From an optimization exercise on the open Yosys and OpenROAD flow, aimed at a short achievable clock period and few clock cycles per item; shortcuts taken in it are not production practice.
Only simulation tests tie the RTL to the original design; equivalence was not proved.

==> inputs of run a <==
Design ap2_core, start of the top module:
module ap2_core (
    input  wire        clk,
    input  wire        rst,           
    input  wire        start,         
    input  wire [16:0] image_end,     
    output wire        mem_req,
    output wire        mem_we,
    output wire [15:0] mem_addr,
    output wire [15:0] mem_wdata,
    input  wire [15:0] mem_rdata,
    input  wire        mem_ready,
    output wire        done,          
    output wire [1:0]  stop_reason,   
    output wire [15:0] r0,
    output wire [15:0] r1,
    output wire [15:0] r2,
    output wire [15:0] r3,
    output wire [15:0] r4,
    output wire [15:0] r5,
    output wire [15:0] r6,
    output wire [15:0] r7,
    output wire [15:0] pc_out,
    output wire [15:0] sp_out,
    output wire        flag_c,
    output wire        flag_ov,
    output wire        flag_z,
    output wire        flag_s
);
==> flow/config.mk <==
export PLATFORM = sky130hd
export DESIGN_NAME = ap2_core
export DESIGN_NICKNAME = ap2_core
export VERILOG_FILES = /design/flow/design.v
export SDC_FILE = /design/flow/constraint.sdc
export NUM_CORES = 4
export LEC_CHECK = 0
export CAP_MARGIN = 20
export CORE_MARGIN = 2
export CORE_UTILIZATION = 40
export SLEW_MARGIN = 20
==> flow/constraint.sdc <==
create_clock -name core_clock -period 10.0 [get_ports {clk}]
set_input_delay 2.0000 -clock core_clock [delete_from_list [all_inputs] [get_ports {clk}]]
set_output_delay 2.0000 -clock core_clock [all_outputs]
set_load 0.01 [all_outputs]
standard.sh (not shown) runs the stock make flow with config.mk's settings and CLKGATE_MAP_FILE= SYNTH_SCRIPT=/design/flow/synth_recipe.tcl, a recipe that flattens the netlist after the stock synthesis.
==> flow/flow/run.sh <==
#!/bin/bash
set -euo pipefail
bash standard.sh SETUP_SLACK_MARGIN=8.0 finish > orfs_make.log 2>&1
==> inputs of run b, as changes to run a <==
--- a/flow/design.v
+++ b/flow/design.v
@@ -267,16 +267,17 @@
     reg        d_valid;
     reg        d_end;         
     reg [15:0] ir;
     reg [15:0] pcd_cur;       
     reg [15:0] pcd_nxt;       
     reg        pd_stopi;      
     reg        pd_mul;        
     reg        pd_um, pd_un;  
+    reg        pd_jmp;        
     reg        pd_cj;         
     reg        e_valid;
     reg        e_memop;       
     reg        e_we;          
     reg        e_psh;         
     reg [2:0]  e_sidx;        
     reg        e_mul;         
     reg        e_ld;          
@@ -413,23 +414,23 @@
     always @(*) begin
         case (ir[1:0])
             2'b00:   jc_d = 1'b1;
             2'b01:   jc_d = fz && !fs;
             2'b10:   jc_d = !fz && fs;
             default: jc_d = !fz && !fs;
         endcase
     end
-    wire d_jres   = !(e_wzs_now || w_valid);    
+    wire d_jres   = !pd_cj || !(e_wzs_now || w_valid);    
     wire e_mulv = e_valid & e_mul;
     wire d_dep  = e_mulv &
                   ((pd_um && (fm == e_rd)) || (pd_un && (fn == e_rd)) || pd_cj);
     wire d_stop   = d_valid & pd_stopi & !e_memop & !e_mulv & !squash_e;
     wire d_fire   = d_valid & !pd_stopi & !e_memop & !d_dep & !squash_e;
-    wire d_jtaken = d_fire & pd_cj & d_jres & jc_d;
+    wire d_jtaken = d_fire & pd_jmp & d_jres & jc_d;
     wire a_imm  = is_mov && ir[11];
     wire a_reg  = !(a_imm || is_psh || is_pop);
     wire b_reg  = !((is_str && ir[11]) || is_not);
     wire b_inv  = is_sub || is_cmp;
     wire fwd_a  = e_fwd && (e_rd == fm) && a_reg;
     wire fwd_b  = e_fwd && (e_rd == fn) && b_reg;
     wire fww_a  = w_valid && (w_rd == fm) && a_reg;
     wire fww_b  = w_valid && (w_rd == fn) && b_reg;
@@ -461,22 +462,19 @@
             pcF_base = e_jt;
         else if (smc_q)
             pcF_base = pcd_cur;
         else if (d_jtaken)
             pcF_base = jt_d;
         else
             pcF_base = pcF;
     end
-    wire [15:0] fw       = mem_rdata;      
     wire        inc_ok   = f_load & !at_end & !(start && !running);
     wire [15:0] pcF_inc  = pcF + 16'd2;
-    wire        f_jmp    = (fw[15:11] == 5'b00001) && (fw[1:0] == 2'b00) && (fw[10:2] != 9'd0);
-    wire [15:0] pcF_jt   = pcF_inc + {7'b0, fw[10:2]};
-    wire [15:0] pcF_next = (inc_ok & mem_ready) ? (f_jmp ? pcF_jt : pcF_inc) : pcF_base;
+    wire [15:0] pcF_next = (inc_ok & mem_ready) ? pcF_inc : pcF_base;
     wire e_hold    = e_memop & !mem_ready;        
     wire d_mem_go  = d_fire & d_memop;            
     assign mem_req   = running;
     assign mem_we    = e_we;
     assign mem_addr  = bus_addr;
     assign mem_wdata = bus_wdata;
     always @(posedge clk)
         ie_q <= image_end;
@@ -533,16 +531,17 @@
             daddr <= fwd_a ? r : a_base;
         if (d_fire & d_store)
             dwdata <= fwd_b ? r : b_raw;
     end
     always @(posedge clk) begin
         if (d_stop)
             reason <= d_reason;
     end
+    wire [15:0] fw    = mem_rdata;      
     wire [3:0]  f_cls = fw[15:12];
     wire        f_c0  = (f_cls == 4'h0) && (fw[11:0] != 12'h000);
     wire        f_alu1 = (f_cls >= 4'h4) && (f_cls <= 4'hE) && (f_cls != 4'h6);
     wire        f_ab  = (f_cls == 4'h4) || (f_cls == 4'h5) || (f_cls == 4'h7) ||
                         (f_cls == 4'h8) || (f_cls == 4'hA);
     always @(posedge clk) begin
         if (slot_free && !smc_q) begin
             ir       <= fw;
@@ -551,16 +550,17 @@
             pcd_nxt  <= at_end ? pcF : pcF + 16'd2;
             pd_stopi <= at_end || (f_cls == 4'hF) ||
                         (f_c0 && !fw[11] && (fw[1:0] == 2'b00));
             pd_mul   <= (f_cls == 4'h6);
             pd_um    <= ((f_cls == 4'h1) && !fw[11]) || (f_cls == 4'h2) || (f_cls == 4'h3) ||
                         f_alu1 || (f_cls == 4'h6) || (f_c0 && !fw[11] && (fw[1:0] == 2'b11));
             pd_un    <= ((f_cls == 4'h2) && !fw[11]) || f_ab || (f_cls == 4'h6) ||
                         (f_c0 && !fw[11] && fw[0]);
+            pd_jmp   <= !at_end && f_c0 && fw[11] && (fw[10:2] != 9'd0);
             pd_cj    <= !at_end && f_c0 && fw[11] && (fw[10:2] != 9'd0) && (fw[1:0] != 2'b00);
         end
     end
     always @(posedge clk) begin
         A       <= a_next;
         B       <= b_next;
         e_r1    <= {4{is_shr}} & (4'b0001 << ir[1:0]);
         e_r2    <= {4{is_shr}} & (4'b0001 << ir[3:2]);
@@ -586,17 +586,17 @@
         sel_mov <= is_mov | pop_hit;
         if (!e_memop) begin
             e_psh   <= is_psh;
             e_sidx  <= sidx_psh;
             e_mul   <= is_mul;
             e_ld    <= is_ldr | pop_mem;
             e_wreg  <= is_mov | is_ldr | pop_do | is_alu1;
             e_rd    <= is_pop ? {1'b0, ir[9:8]} : fd;
-            e_jpend <= pd_cj & !d_jres;
+            e_jpend <= pd_jmp & !d_jres;
         end
         ms    <= ms_n;
         mc    <= mc_n;
         mt    <= mt_n;
         w_rd  <= e_rd;
         w_c   <= co;
         w_a15 <= A[15];
         w_b15 <= B[15];
==> flow/flow/run.sh (replaced) <==
#!/bin/bash
set -euo pipefail
bash standard.sh SETUP_SLACK_MARGIN=7.5 finish > orfs_make.log 2>&1
==> inputs of run c, as changes to run a <==
--- a/flow/design.v
+++ b/flow/design.v
@@ -254,29 +254,32 @@
     reg        start_q;       
     reg [1:0]  reason;
     reg [16:0] ie_q;          
     reg [15:0] x [0:7];
     reg [15:0] sp;
     reg        fc, fov, fz, fs;
     reg [15:0] sc [0:7];      
     reg [7:0]  scv;
+    reg [8:0]  sdep;          
     reg [15:0] bus_addr;      
     reg [15:0] bus_wdata;     
     reg [15:0] daddr;         
     reg [15:0] dwdata;        
+    reg        e_first;       
     reg [15:0] pcF;
     reg        d_valid;
     reg        d_end;         
     reg [15:0] ir;
     reg [15:0] pcd_cur;       
     reg [15:0] pcd_nxt;       
     reg        pd_stopi;      
     reg        pd_mul;        
     reg        pd_um, pd_un;  
+    reg        pd_jmp;        
     reg        pd_cj;         
     reg        e_valid;
     reg        e_memop;       
     reg        e_we;          
     reg        e_psh;         
     reg [2:0]  e_sidx;        
     reg        e_mul;         
     reg        e_ld;          
@@ -324,17 +327,25 @@
                       | shl17[15:0]
                       | ({16{sel_ror}} & {A[0], A[15:1]})
                       | ({16{sel_rol}} & {A[14:0], A[15]})
                       | ({16{sel_mov}} & A);
     wire [15:0] r = ({16{sel_add}} & sum) | r_log;
     wire [15:0] axb   = A ^ B;
     wire [15:0] aob   = A | B;
     wire        z_add = (axb == {aob[14:0], e_sub});
-    wire        res_z = sel_add ? z_add : (r_log == 16'h0000);
+    wire        z_and = ((A & B) == 16'h0000);
+    wire        z_or  = ((A | B) == 16'h0000);
+    wire        z_xor = (axb == 16'h0000);
+    wire        z_a   = (A == 16'h0000);
+    wire        z_shr = (shr17[16:1] == 16'h0000);
+    wire        z_shl = (shl17[15:0] == 16'h0000);
+    wire        res_z = (sel_add & z_add) | (sel_and & z_and) | (sel_or & z_or) |
+                        (sel_xor & z_xor) | ((sel_mov | sel_ror | sel_rol) & z_a) |
+                        (sel_shr & z_shr) | (sel_shl & z_shl);
     wire res_s = e_cmp ? !co : r[15];
     wire res_c = sel_add ? (co ^ e_sub)
                : sel_shr ? shr17[0]
                : sel_shl ? shl17[16]
                : sel_ror ? A[0]
                : A[15];
     wire res_ov = sel_shl ? shl17[16]
                 : ((A[15] == B[15]) && (r[15] != A[15]));
@@ -357,19 +368,19 @@
             2'b00:   jc_e = 1'b1;
             2'b01:   jc_e = fz && !fs;
             2'b10:   jc_e = !fz && fs;
             default: jc_e = !fz && !fs;
         endcase
     end
     wire e_jtaken = e_valid & e_jpend & jc_e;
     wire [15:0] pcd_cur1 = pcd_cur + 16'd1;
-    wire [15:0] ba1      = daddr + 16'd1;
-    wire e_smc = e_we & d_valid & !d_end &
-                 ((daddr == pcd_cur) | (daddr == pcd_cur1) | (ba1 == pcd_cur));
+    wire [15:0] A1       = A + 16'd1;
+    wire e_smc = e_first & e_we & d_valid & !d_end &
+                 ((A == pcd_cur) | (A == pcd_cur1) | (A1 == pcd_cur));
     wire squash_e = e_jtaken | smc_q;
     wire [3:0] cls = ir[15:12];
     wire [2:0] fd  = ir[10:8];
     wire [2:0] fm  = ir[7:5];
     wire [2:0] fn  = ir[4:2];
     wire is_nop  = (ir == 16'h0000);
     wire is_c0   = (cls == 4'h0) && !is_nop;
     wire is_jmp  = is_c0 && ir[11];
@@ -389,47 +400,48 @@
     wire is_xor  = (cls == 4'hA);
     wire is_shr  = (cls == 4'hB);
     wire is_shl  = (cls == 4'hC);
     wire is_ror  = (cls == 4'hD);
     wire is_rol  = (cls == 4'hE);
     wire is_halt = (cls == 4'hF);
     wire is_alu1 = is_add | is_sub | is_and | is_or | is_not | is_xor |
                    is_shr | is_shl | is_ror | is_rol;      
-    wire push_ok = sp > STACK_FLOOR;
-    wire pop_ok  = (sp >= STACK_FLOOR) && (sp < STACK_START);
+    wire push_ok = !sdep[8];           
+    wire pop_ok  = !sdep[0];           
     wire psh_do  = is_psh && push_ok;
     wire pop_do  = is_pop && pop_ok;
     wire [4:0] sdist    = 5'd0 - sp[4:0];
     wire [2:0] sidx_psh = sdist[3:1];
     wire [3:0] sidx_p4  = sdist[4:1] - 4'd1;
     wire [2:0] sidx_pop = sidx_p4[2:0];
-    wire       pop_hit  = pop_do && scv[sidx_pop];
-    wire       pop_mem  = pop_do && !scv[sidx_pop];
+    wire       top_v    = |(scv & sdep[8:1]);    
+    wire       pop_hit  = pop_do && top_v;
+    wire       pop_mem  = pop_do && !top_v;
     wire d_memop   = is_ldr | is_str | psh_do | pop_mem;
     wire d_store   = is_str | psh_do;
     wire [1:0] d_reason = d_end ? 2'd3 : is_halt ? 2'd1 : 2'd2;
     wire [8:0]  imm9  = ir[10:2];
     wire [15:0] jt_d  = pcd_nxt + {7'b0, imm9};
     reg jc_d;
     always @(*) begin
         case (ir[1:0])
             2'b00:   jc_d = 1'b1;
             2'b01:   jc_d = fz && !fs;
             2'b10:   jc_d = !fz && fs;
             default: jc_d = !fz && !fs;
         endcase
     end
-    wire d_jres   = !(e_wzs_now || w_valid);    
+    wire d_jres   = !pd_cj || !(e_wzs_now || w_valid);    
     wire e_mulv = e_valid & e_mul;
     wire d_dep  = e_mulv &
                   ((pd_um && (fm == e_rd)) || (pd_un && (fn == e_rd)) || pd_cj);
     wire d_stop   = d_valid & pd_stopi & !e_memop & !e_mulv & !squash_e;
     wire d_fire   = d_valid & !pd_stopi & !e_memop & !d_dep & !squash_e;
-    wire d_jtaken = d_fire & pd_cj & d_jres & jc_d;
+    wire d_jtaken = d_fire & pd_jmp & d_jres & jc_d;
     wire a_imm  = is_mov && ir[11];
     wire a_reg  = !(a_imm || is_psh || is_pop);
     wire b_reg  = !((is_str && ir[11]) || is_not);
     wire b_inv  = is_sub || is_cmp;
     wire fwd_a  = e_fwd && (e_rd == fm) && a_reg;
     wire fwd_b  = e_fwd && (e_rd == fn) && b_reg;
     wire fww_a  = w_valid && (w_rd == fm) && a_reg;
     wire fww_b  = w_valid && (w_rd == fn) && b_reg;
@@ -439,18 +451,21 @@
                        : is_psh ? sp
                        : is_pop ? (pop_hit ? sc[sidx_pop] : sp + 16'd2)
                        : fww_a  ? wr
                        : xm;
     wire [15:0] b_raw  = (is_str && ir[11]) ? {8'b0, ir[10:8], ir[4:0]}
                        : is_not ? 16'hFFFF
                        : fww_b  ? wr
                        : xn;
-    wire [15:0] a_next = fwd_a ? r : a_base;
-    wire [15:0] b_next = fwd_b ? (r ^ {16{b_inv}}) : (b_raw ^ {16{b_inv}});
+    wire        fsa_a  = fwd_a & sel_add;
+    wire        fsa_b  = fwd_b & sel_add;
+    wire [15:0] a_next = fsa_a ? sum : fwd_a ? r_log : a_base;
+    wire [15:0] b_next = fsa_b ? (sum ^ {16{b_inv}})
+                       : fwd_b ? (r_log ^ {16{b_inv}}) : (b_raw ^ {16{b_inv}});
     wire at_end    = {1'b0, pcF} >= ie_q;
     wire bus_fetch = running & !e_memop;
     wire slot_free = !d_valid | d_fire | squash_e;
     wire f_load    = bus_fetch & slot_free & !squash_e & !d_jtaken & !d_stop;
     wire f_take    = f_load & mem_ready;
     reg [15:0] pcF_base;
     always @(*) begin
         if (start && !running)
@@ -461,22 +476,19 @@
             pcF_base = e_jt;
         else if (smc_q)
             pcF_base = pcd_cur;
         else if (d_jtaken)
             pcF_base = jt_d;
         else
             pcF_base = pcF;
     end
-    wire [15:0] fw       = mem_rdata;      
     wire        inc_ok   = f_load & !at_end & !(start && !running);
     wire [15:0] pcF_inc  = pcF + 16'd2;
-    wire        f_jmp    = (fw[15:11] == 5'b00001) && (fw[1:0] == 2'b00) && (fw[10:2] != 9'd0);
-    wire [15:0] pcF_jt   = pcF_inc + {7'b0, fw[10:2]};
-    wire [15:0] pcF_next = (inc_ok & mem_ready) ? (f_jmp ? pcF_jt : pcF_inc) : pcF_base;
+    wire [15:0] pcF_next = (inc_ok & mem_ready) ? pcF_inc : pcF_base;
     wire e_hold    = e_memop & !mem_ready;        
     wire d_mem_go  = d_fire & d_memop;            
     assign mem_req   = running;
     assign mem_we    = e_we;
     assign mem_addr  = bus_addr;
     assign mem_wdata = bus_wdata;
     always @(posedge clk)
         ie_q <= image_end;
@@ -486,63 +498,69 @@
             done_q  <= 1'b0;
             start_q <= 1'b0;
             d_valid <= 1'b0;
             e_valid <= 1'b0;
             e_memop <= 1'b0;
             e_we    <= 1'b0;
             w_valid <= 1'b0;
             smc_q   <= 1'b0;
+            e_first <= 1'b0;
         end else if (start && !running) begin
             running <= 1'b1;
             done_q  <= 1'b0;
             start_q <= 1'b1;
             d_valid <= 1'b0;
             e_valid <= 1'b0;
             e_memop <= 1'b0;
             e_we    <= 1'b0;
             w_valid <= 1'b0;
             smc_q   <= 1'b0;
+            e_first <= 1'b0;
         end else begin
             start_q <= 1'b0;
             if (d_stop) begin
                 running <= 1'b0;
                 done_q  <= 1'b1;
             end
             if (d_stop || squash_e || d_jtaken)
                 d_valid <= 1'b0;
             else if (slot_free)
                 d_valid <= f_take;
             e_valid <= e_hold | d_fire;
             e_memop <= e_hold | d_mem_go;
             e_we    <= (e_we & !mem_ready) | (d_fire & d_store);
             smc_q   <= e_smc;
+            e_first <= d_mem_go;
             w_valid <= e_alu & e_mul;
         end
     end
     always @(posedge clk)
         pcF <= pcF_next;
+    wire [15:0] e_addr  = e_first ? A : daddr;
+    wire [15:0] e_wdat  = e_first ? B : dwdata;
     wire        ba_r    = d_mem_go & fwd_a;
-    wire [15:0] ba_oth  = e_memop  ? (mem_ready ? pcF_base : daddr)
+    wire [15:0] ba_oth  = e_memop  ? (mem_ready ? pcF_base : e_addr)
                         : d_mem_go ? a_base
                         : pcF_next;
     wire        bw_r    = !e_memop & fwd_b;
-    wire [15:0] bw_oth  = e_memop ? dwdata : b_raw;
+    wire [15:0] bw_oth  = e_memop ? e_wdat : b_raw;
     always @(posedge clk) begin
-        bus_addr  <= ba_r ? r : ba_oth;
-        bus_wdata <= bw_r ? r : bw_oth;
-        if (d_mem_go)
-            daddr <= fwd_a ? r : a_base;
-        if (d_fire & d_store)
-            dwdata <= fwd_b ? r : b_raw;
+        bus_addr  <= (ba_r & sel_add) ? sum : ba_r ? r_log : ba_oth;
+        bus_wdata <= (bw_r & sel_add) ? sum : bw_r ? r_log : bw_oth;
+        if (e_first) begin
+            daddr  <= A;
+            dwdata <= B;
+        end
     end
     always @(posedge clk) begin
         if (d_stop)
             reason <= d_reason;
     end
+    wire [15:0] fw    = mem_rdata;      
     wire [3:0]  f_cls = fw[15:12];
     wire        f_c0  = (f_cls == 4'h0) && (fw[11:0] != 12'h000);
     wire        f_alu1 = (f_cls >= 4'h4) && (f_cls <= 4'hE) && (f_cls != 4'h6);
     wire        f_ab  = (f_cls == 4'h4) || (f_cls == 4'h5) || (f_cls == 4'h7) ||
                         (f_cls == 4'h8) || (f_cls == 4'hA);
     always @(posedge clk) begin
         if (slot_free && !smc_q) begin
             ir       <= fw;
@@ -551,16 +569,17 @@
             pcd_nxt  <= at_end ? pcF : pcF + 16'd2;
             pd_stopi <= at_end || (f_cls == 4'hF) ||
                         (f_c0 && !fw[11] && (fw[1:0] == 2'b00));
             pd_mul   <= (f_cls == 4'h6);
             pd_um    <= ((f_cls == 4'h1) && !fw[11]) || (f_cls == 4'h2) || (f_cls == 4'h3) ||
                         f_alu1 || (f_cls == 4'h6) || (f_c0 && !fw[11] && (fw[1:0] == 2'b11));
             pd_un    <= ((f_cls == 4'h2) && !fw[11]) || f_ab || (f_cls == 4'h6) ||
                         (f_c0 && !fw[11] && fw[0]);
+            pd_jmp   <= !at_end && f_c0 && fw[11] && (fw[10:2] != 9'd0);
             pd_cj    <= !at_end && f_c0 && fw[11] && (fw[10:2] != 9'd0) && (fw[1:0] != 2'b00);
         end
     end
     always @(posedge clk) begin
         A       <= a_next;
         B       <= b_next;
         e_r1    <= {4{is_shr}} & (4'b0001 << ir[1:0]);
         e_r2    <= {4{is_shr}} & (4'b0001 << ir[3:2]);
@@ -586,78 +605,84 @@
         sel_mov <= is_mov | pop_hit;
         if (!e_memop) begin
             e_psh   <= is_psh;
             e_sidx  <= sidx_psh;
             e_mul   <= is_mul;
             e_ld    <= is_ldr | pop_mem;
             e_wreg  <= is_mov | is_ldr | pop_do | is_alu1;
             e_rd    <= is_pop ? {1'b0, ir[9:8]} : fd;
-            e_jpend <= pd_cj & !d_jres;
+            e_jpend <= pd_jmp & !d_jres;
         end
         ms    <= ms_n;
         mc    <= mc_n;
         mt    <= mt_n;
         w_rd  <= e_rd;
         w_c   <= co;
         w_a15 <= A[15];
         w_b15 <= B[15];
     end
     wire        e_wr  = e_valid & e_wreg;
     integer i;
     always @(posedge clk) begin
         if (start_q) begin
             for (i = 0; i < 8; i = i + 1)
                 x[i] <= 16'h0000;
             sp  <= STACK_START;
+            sdep <= 9'b000000001;
             fc  <= 1'b0;
             fov <= 1'b0;
             fz  <= 1'b0;
             fs  <= 1'b0;
             scv <= 8'h00;
         end else begin
             for (i = 0; i < 8; i = i + 1) begin
-                if (e_wr && !e_ld && (e_rd == i))
-                    x[i] <= r;
+                if (e_wr && !e_ld && sel_add && (e_rd == i))
+                    x[i] <= sum;
+                else if (e_wr && !e_ld && (e_rd == i))
+                    x[i] <= r_log;
                 else if (e_wr && (e_rd == i))
                     x[i] <= mem_rdata;
                 else if (w_valid && (w_rd == i))
                     x[i] <= wr;
             end
-            if (d_fire & psh_do)
-                sp <= sp - 16'd2;
-            else if (d_fire & pop_do)
-                sp <= sp + 16'd2;
+            if (d_fire & psh_do) begin
+                sp   <= sp - 16'd2;
+                sdep <= {sdep[7:0], 1'b0};
+            end else if (d_fire & pop_do) begin
+                sp   <= sp + 16'd2;
+                sdep <= {1'b0, sdep[8:1]};
+            end
             if (e_alu & e_wzs) begin
                 fz <= res_z;
                 fs <= res_s;
             end else if (w_valid) begin
                 fz <= w_z;
                 fs <= wr[15];
             end
             if (e_alu & e_wc)
                 fc <= res_c;
             else if (w_valid)
                 fc <= w_c;
             if (e_alu & e_wov)
                 fov <= res_ov;
             else if (w_valid)
                 fov <= w_ov;
             for (i = 0; i < 8; i = i + 1) begin
-                if (e_we && e_psh && (e_sidx == i))
+                if (e_first && e_we && e_psh && (e_sidx == i))
                     scv[i] <= 1'b1;
-                else if (e_we && !e_psh &&
-                         ((daddr == STACK_START - 2 * i) || (ba1 == STACK_START - 2 * i) ||
-                          (daddr == STACK_START - 2 * i + 1)))
+                else if (e_first && e_we && !e_psh &&
+                         ((A == STACK_START - 2 * i) || (A1 == STACK_START - 2 * i) ||
+                          (A == STACK_START - 2 * i + 1)))
                     scv[i] <= 1'b0;
             end
         end
         for (i = 0; i < 8; i = i + 1)
-            if (e_we && e_psh && (e_sidx == i))
-                sc[i] <= dwdata;
+            if (e_first && e_we && e_psh && (e_sidx == i))
+                sc[i] <= B;
     end
     assign done        = done_q;
     assign stop_reason = reason;
     assign r0 = x[0];
     assign r1 = x[1];
     assign r2 = x[2];
     assign r3 = x[3];
     assign r4 = x[4];
==> flow/flow/run.sh (replaced) <==
#!/bin/bash
set -euo pipefail
bash standard.sh SETUP_SLACK_MARGIN=7.2 finish > orfs_make.log 2>&1
==> flow/config.mk (replaced) <==
export PLATFORM = sky130hd
export DESIGN_NAME = ap2_core
export DESIGN_NICKNAME = ap2_core
export VERILOG_FILES = /design/flow/design.v
export SDC_FILE = /design/flow/constraint.sdc
export NUM_CORES = 4
export LEC_CHECK = 0
export CAP_MARGIN = 30
export CORE_MARGIN = 2
export CORE_UTILIZATION = 40
export SLEW_MARGIN = 20
==> notes.md <==
metric	run b	run c	run a
Initial Utilization	0.4047	0.4021	0.4036
Fill count	7,041	7,292	7,084
GRT Util Overall	0.3464	0.3644	0.3675
Result of the run	no timing/DRC/antenna violations	no timing/DRC/antenna violations	no timing/DRC/antenna violations
Setup slack after placement	5.252 ns	5.458 ns	4.863 ns
Timing startpoint of the critical path	sp[1]	sp[3]	mem_rdata[3]
Count of flip-flops with a built-in enable after synthesis	226	194	225
Setup crit end	bus_addr[2]	sp_out[3]	bus_addr[13]
Uppermost signal routing layer after detailed routing	met4	met5	met4
CTS Sinks	575	585	574
Hold Path Stages	0	1	0
Mean Syn Cell Area	9.069 sq um	8.879 sq um	8.899 sq um
Total placed cells including tap cells	4,958	5,157	5,175
Number of sequential cells	575	585	574
Largest net degree at the start of global routing	68	83	76
Non-filler instance count after layout	5,719	5,883	5,970
Testbench counts of run a, summed over its fixed seeds: cycles 62,376, instrs 48,662.
Testbench counts of run b, summed over its fixed seeds: cycles 62,666, instrs 48,662.
Testbench counts of run c, summed over its fixed seeds: cycles 62,666, instrs 48,662.

==> separate check: timing with driven ports <==
No port has a modelled driver above. Below, the same layouts with a new extraction and two added sets of constraints. Step 1: set_driving_cell puts a clkbuf_16 on clk and a buf_2 on each other input, an assumption about the parent block. Step 2, shift: input delay + t, output delay - t, t = (earliest + latest rising clock arrival at the registers) / 2. This alone moves slack from input paths to output paths. Slacks: ideal ports / drivers / drivers and shift; pairs: ideal ports / drivers.
run	t, ns	slack for setup (ns)	hold slack, ns	worst setup path at the end	worst register clock-pin slew, ns
run a	0.709	6.278 / 6.319 / 5.610	0.436 / 0.436 / 0.436	input to register	0.07 / 0.07
run b	0.686	6.660 / 6.660 / 6.343	0.446 / 0.446 / 0.446	input to register	0.07 / 0.07
run c	0.704	6.755 / 6.679 / 6.375	0.474 / 0.474 / 0.474	input to register	0.07 / 0.07
After both steps every run listed still meets setup and hold. For run a, which loses most, drivers alone change the setup slack by +0.041 ns; drivers and shift together by -0.668 ns.
